This design comes from an exercise in tuning for small area, a short achievable clock period and few clock cycles on the open sky130 flow, not from production work. Only simulation tests tie the RTL to the original design; equivalence was not proved. Power and IR drop assume default switching activity.

## lane 1
==> flow/design.v <==
module pdk_engine (
    input  wire        clk,
    input  wire        rst,
    output wire [9:0]  imem_addr,
    input  wire [15:0] imem_rdata,
    output reg         io_we,
    output reg  [3:0]  io_waddr,
    output wire [7:0]  io_wdata,
    output reg         halted,
    output reg  [2:0]  fault_code,
    output reg         fault_write,
    output wire [15:0] fault_info,
    output wire [15:0] pc_o,
    output wire [15:0] acc_o,
    output wire [7:0]  sp_o,
    output wire [7:0]  flags_o,
    output wire [31:0] cycles_o
);
    localparam F_INSN  = 3'd1;
    localparam F_DATA  = 3'd2;
    localparam F_IO    = 3'd3;
    localparam F_OPC   = 3'd5;
    localparam F_STACK = 3'd6;
    reg [15:0]  pc;       
    reg [15:0]  ir;       
    reg         irv;      
    reg         irk;      
    reg         uop2;     
    reg [9:0]   fa;       
    reg         rv;       
    reg [15:0]  acc;
    reg [31:0]  ticks;
    reg [5:0]   ra;       
    reg         rst_q;    
    reg [511:0] dm;       
    reg [127:0] io;       
    reg d_ill, d_dbad, d_iobad, d_sfault;
    wire [7:0] sp    = io[23:16];
    wire [7:0] spm1  = sp - 8'd1;
    wire sp_push_bad = (sp >= 8'd63);
    wire sp_pop_bad  = (sp == 8'd0) || (sp >= 8'd65);
    wire sp_call_bad = (sp >= 8'd62);
    wire sp_ret_bad  = (sp < 8'd2) || (sp >= 8'd65);
    wire [7:0] flags = io[7:0];
    assign imem_addr  = fa;
    assign pc_o       = pc;
    assign acc_o      = acc;
    assign sp_o       = sp;
    assign flags_o    = flags;
    assign cycles_o   = ticks;
    assign fault_info = ir;
    assign io_wdata   = acc[7:0];
    wire [15:0] w    = imem_rdata;
    wire [3:0]  wop  = w[15:12];
    wire        whi0 = (w[11:8] == 4'd0);
    wire        wlo0 = (w[7:0] == 8'd0);
    wire        w_lda = (wop == 4'h3);
    wire        w_legal = (wop <= 4'h5) && whi0 && (wop != 4'h0 || wlo0) ||
                          (wop == 4'h8) || (wop == 4'h9) ||
                          (wop >= 4'h6 && wop <= 4'hC) && whi0 && wlo0;
    wire        w_dbad  = (wop == 4'h2 || wop == 4'h3) && whi0 && (w[7:6] != 2'd0);
    wire        w_iobad = (wop == 4'h4 || wop == 4'h5) && whi0 && (w[7:4] != 4'd0);
    wire [3:0] op = ir[15:12];
    wire [7:0] a  = ir[7:0];
    wire is_ldi  = (op == 4'h1);
    wire is_sta  = (op == 4'h2);
    wire is_lda  = (op == 4'h3);
    wire is_out  = (op == 4'h4);
    wire is_in   = (op == 4'h5);
    wire is_push = (op == 4'h6);
    wire is_pop  = (op == 4'h7);
    wire is_jmp  = (op == 4'h8);
    wire is_call = (op == 4'h9);
    wire is_ret  = (op == 4'hA);
    wire is_dec  = (op == 4'hB);
    wire is_skz  = (op == 4'hC);
    wire f_insn  = (pc[15:10] != 6'd0);
    wire f_stack = (is_push && sp_push_bad) || (is_pop && sp_pop_bad) ||
                   (is_call && sp_call_bad) || (is_ret && sp_ret_bad);
    wire fault   = f_insn | d_sfault | f_stack;
    wire ex    = irv && !halted;
    wire exk   = ex && irk;                   
    wire ex2   = ex && !irk && uop2;          
    wire ex1   = ex && !irk && !uop2;         
    wire go1   = ex1 && !fault;               
    wire accz  = (acc == 16'd0);
    wire skip  = go1 && is_skz && accz;
    wire [15:0] next  = pc + 16'd1;
    wire [7:0]  dm_rdata = dm[8*ra +: 8];
    wire        dm_we    = ex1 && (is_sta || is_push || is_call) || ex2 && is_call;
    wire [5:0]  dm_waddr = is_sta ? a[5:0] : sp[5:0];
    wire [7:0]  dm_wdata = is_call ? (uop2 ? next[15:8] : next[7:0]) : acc[7:0];
    wire [7:0]  dm_wd    = rst_q ? 8'd0 : dm_wdata;
    wire [7:0]  io_rdata = io[8*a[3:0] +: 8];
    wire        io_wr    = go1 && is_out;
    wire        sp_wr    = io_wr && a[3:0] == 4'd2;
    wire        sp_inc   = go1 && (is_push || is_call) || ex2 && is_call;
    wire        sp_dec   = go1 && (is_pop || is_ret) || ex2 && is_ret;
    wire done  = exk || go1 && !(is_jmp || is_call || is_ret) || ex2 && !is_ret;
    wire load  = !halted && (!irv || done);
    wire redir = load && rv && !skip && (wop == 4'h8 || wop == 4'h9);
    genvar g;
    generate
        for (g = 0; g < 64; g = g + 1) begin : g_dm
            always @(posedge clk)
                if (rst_q || (dm_we && dm_waddr == g))
                    dm[8*g +: 8] <= dm_wd;
        end
        for (g = 0; g < 16; g = g + 1) begin : g_io
            if (g == 2) begin : g_sp
                always @(posedge clk)
                    if (rst_q)
                        io[8*g +: 8] <= 8'd0;
                    else if (sp_wr)
                        io[8*g +: 8] <= acc[7:0];
                    else if (sp_inc)
                        io[8*g +: 8] <= sp + 8'd1;
                    else if (sp_dec)
                        io[8*g +: 8] <= spm1;
            end else begin : g_b
                always @(posedge clk)
                    if (rst_q || (io_wr && a[3:0] == g))
                        io[8*g +: 8] <= rst_q ? 8'd0 : acc[7:0];
            end
        end
    endgenerate
    always @(posedge clk) begin
        rst_q    <= rst;
        io_waddr <= a[3:0];
        if (rst) begin
            pc          <= 16'd0;
            irv         <= 1'b0;
            irk         <= 1'b0;
            uop2        <= 1'b0;
            fa          <= 10'd0;
            rv          <= 1'b0;
            acc         <= 16'd0;
            ticks       <= 32'd0;
            ra          <= 6'h3F;
            halted      <= 1'b0;
            io_we       <= 1'b0;
            fault_code  <= 3'd0;
            fault_write <= 1'b0;
        end else begin
            io_we <= io_wr;
            if (ex)
                ticks <= ticks + 32'd1;
            if (ex1 && fault) begin
                halted      <= 1'b1;
                fault_code  <= f_insn   ? F_INSN :
                               d_ill    ? F_OPC :
                               d_dbad   ? F_DATA :
                               d_iobad  ? F_IO : F_STACK;
                fault_write <= !f_insn && d_dbad && is_sta;
            end
            if (load ? w_lda : is_lda)
                ra <= load ? w[5:0] : a[5:0];
            else if (sp_wr)
                ra <= acc[5:0] - 6'd1;
            else if (sp_inc)
                ra <= sp[5:0];
            else if (sp_dec)
                ra <= spm1[5:0] - 6'd1;
            else
                ra <= spm1[5:0];
            if (exk || go1 && !(is_jmp || is_call || is_ret))
                pc <= next;
            else if (go1 && is_ret)
                pc[15:8] <= dm_rdata;
            else if (ex2 && is_ret)
                pc[7:0] <= dm_rdata;
            else if (ex2)
                pc <= {4'd0, ir[11:0]};
            if (go1) begin
                if (is_ldi)
                    acc <= {8'd0, a};
                if (is_lda || is_pop)
                    acc <= {8'd0, dm_rdata};
                if (is_in)
                    acc <= {8'd0, io_rdata};
                if (is_dec)
                    acc <= acc - 16'd1;
            end
            if (go1 && (is_jmp || is_call || is_ret))
                uop2 <= 1'b1;
            else if (ex2)
                uop2 <= 1'b0;
            if (load) begin
                irv <= rv;
                irk <= skip;
            end else if (ex2 && is_ret) begin
                irv <= 1'b0;
            end
            if (ex2 && is_ret) begin
                fa <= {pc[9:8], dm_rdata};
                rv <= 1'b0;
            end else if (redir) begin
                fa <= w[9:0];
                rv <= 1'b0;
            end else begin
                fa <= fa + 10'd1;
                rv <= 1'b1;
            end
        end
    end
    always @(posedge clk) begin
        if (!rst && ex1 && fault) begin
            ir <= f_insn  ? pc :
                  d_ill   ? ir :
                  d_dbad || d_iobad ? {8'd0, a} : {8'd0, sp};
        end else if (!rst && load) begin
            ir       <= w;
            d_ill    <= !w_legal;
            d_dbad   <= w_dbad;
            d_iobad  <= w_iobad;
            d_sfault <= !w_legal || w_dbad || w_iobad;
        end
    end
endmodule
Settings: LEC_CHECK=0, CAP_MARGIN=20, CORE_MARGIN=2, CORE_UTILIZATION=55, CTS_CLUSTER_DIAMETER=100, CTS_CLUSTER_SIZE=24, PLACE_DENSITY=0.7, SETUP_SLACK_MARGIN=5, SLEW_MARGIN=20; clock period 8.0 ns.
standard.sh (not shown) runs the stock make flow with config.mk's settings and CLKGATE_MAP_FILE= SYNTH_SCRIPT=/design/flow/synth_recipe.tcl, a recipe that flattens the netlist after the stock synthesis.
==> flow/flow/run.sh <==
#!/bin/bash
# The standard layout (the standard.sh, all ORFS steps unchanged), except
# that the port buffers ORFS puts on every input and output are buf_4 cells
# rather than the library's smallest buffer, which is a slow delay cell.
# make's full output goes to standard.log here; ORFS's own per-step logs are
# under orfs/logs/.
set -euo pipefail
export BUFFER_PORTS_ARGS="-buffer_cell sky130_fd_sc_hd__buf_4"
bash standard.sh > standard.log 2>&1
Testbench counts of lane 1, summed over its fixed seeds: cycles 43,778.
Changes in lane 2 relative to lane 1:
--- a/flow/design.v
+++ b/flow/design.v
@@ -27,23 +27,20 @@
     reg         irk;      
     reg         uop2;     
     reg [9:0]   fa;       
     reg         rv;       
     reg [15:0]  acc;
     reg [31:0]  ticks;
+    reg [7:0]   spm1;     
     reg [5:0]   ra;       
     reg         rst_q;    
     reg [511:0] dm;       
     reg [127:0] io;       
     reg d_ill, d_dbad, d_iobad, d_sfault;
+    reg sp_push_bad, sp_pop_bad, sp_call_bad, sp_ret_bad;
     wire [7:0] sp    = io[23:16];
-    wire [7:0] spm1  = sp - 8'd1;
-    wire sp_push_bad = (sp >= 8'd63);
-    wire sp_pop_bad  = (sp == 8'd0) || (sp >= 8'd65);
-    wire sp_call_bad = (sp >= 8'd62);
-    wire sp_ret_bad  = (sp < 8'd2) || (sp >= 8'd65);
     wire [7:0] flags = io[7:0];
     assign imem_addr  = fa;
     assign pc_o       = pc;
     assign acc_o      = acc;
     assign sp_o       = sp;
     assign flags_o    = flags;
@@ -133,13 +130,18 @@
             irk         <= 1'b0;
             uop2        <= 1'b0;
             fa          <= 10'd0;
             rv          <= 1'b0;
             acc         <= 16'd0;
             ticks       <= 32'd0;
+            spm1        <= 8'hFF;
             ra          <= 6'h3F;
+            sp_push_bad <= 1'b0;
+            sp_pop_bad  <= 1'b1;
+            sp_call_bad <= 1'b0;
+            sp_ret_bad  <= 1'b1;
             halted      <= 1'b0;
             io_we       <= 1'b0;
             fault_code  <= 3'd0;
             fault_write <= 1'b0;
         end else begin
             io_we <= io_wr;
@@ -160,12 +162,31 @@
             else if (sp_inc)
                 ra <= sp[5:0];
             else if (sp_dec)
                 ra <= spm1[5:0] - 6'd1;
             else
                 ra <= spm1[5:0];
+            if (sp_wr) begin
+                spm1        <= acc[7:0] - 8'd1;
+                sp_push_bad <= acc[7:0] >= 8'd63;
+                sp_pop_bad  <= acc[7:0] == 8'd0 || acc[7:0] >= 8'd65;
+                sp_call_bad <= acc[7:0] >= 8'd62;
+                sp_ret_bad  <= acc[7:0] < 8'd2 || acc[7:0] >= 8'd65;
+            end else if (sp_inc) begin
+                spm1        <= sp;
+                sp_push_bad <= sp >= 8'd62;
+                sp_pop_bad  <= sp >= 8'd64;
+                sp_call_bad <= sp >= 8'd61;
+                sp_ret_bad  <= sp == 8'd0 || sp >= 8'd64;
+            end else if (sp_dec) begin
+                spm1        <= spm1 - 8'd1;
+                sp_push_bad <= spm1 >= 8'd63;
+                sp_pop_bad  <= spm1 == 8'd0 || spm1 >= 8'd65;
+                sp_call_bad <= spm1 >= 8'd62;
+                sp_ret_bad  <= spm1 < 8'd2 || spm1 >= 8'd65;
+            end
             if (exk || go1 && !(is_jmp || is_call || is_ret))
                 pc <= next;
             else if (go1 && is_ret)
                 pc[15:8] <= dm_rdata;
             else if (ex2 && is_ret)
                 pc[7:0] <= dm_rdata;
--- outcome ---
- The combined flip-flop and latch cell area in lane 2 was higher than what lane 1 gave.
- On design area, lane 2 tracks lane 1 almost exactly.
- Summary of the comparison: sequential power is higher in lane 2, relative to lane 1.
- Final standard cell count with taps included and fillers excluded up 40 in lane 2 wrt lane 1
- Final weighted congestion in routability-driven placement delta for lane 2 relative to lane 1: about 5% higher
Testbench counts of lane 2, summed over its fixed seeds: cycles 43,778.

==> afterwards: timing with drivers on the ports <==
No port has a modelled driver above. Below, the same layouts with a new extraction and two added sets of constraints. Step 1 assumes that a clkbuf_16 drives the clock port and a buf_2 every other input. Step 2 times the ports against the registers' clock, not the clock port: input delays grow and output delays shrink by t, the midpoint of the rising clock arrivals with the driver on. Slacks: no drivers / after step 1 / after step 2; pairs: no drivers / after step 1.
run | t, ns | setup WS [ns] | hold slack, ns
lane 1 | 0.663 | 4.902 / 4.843 / 4.435 | 0.472 / 0.472 / 0.472
lane 2 | 0.659 | 4.965 / 4.921 / 4.575 | 0.464 / 0.464 / 0.464
After both steps setup and hold are still met in every run listed. For lane 1, which loses most, drivers alone change the setup slack by -0.059 ns; drivers and shift together by -0.467 ns.
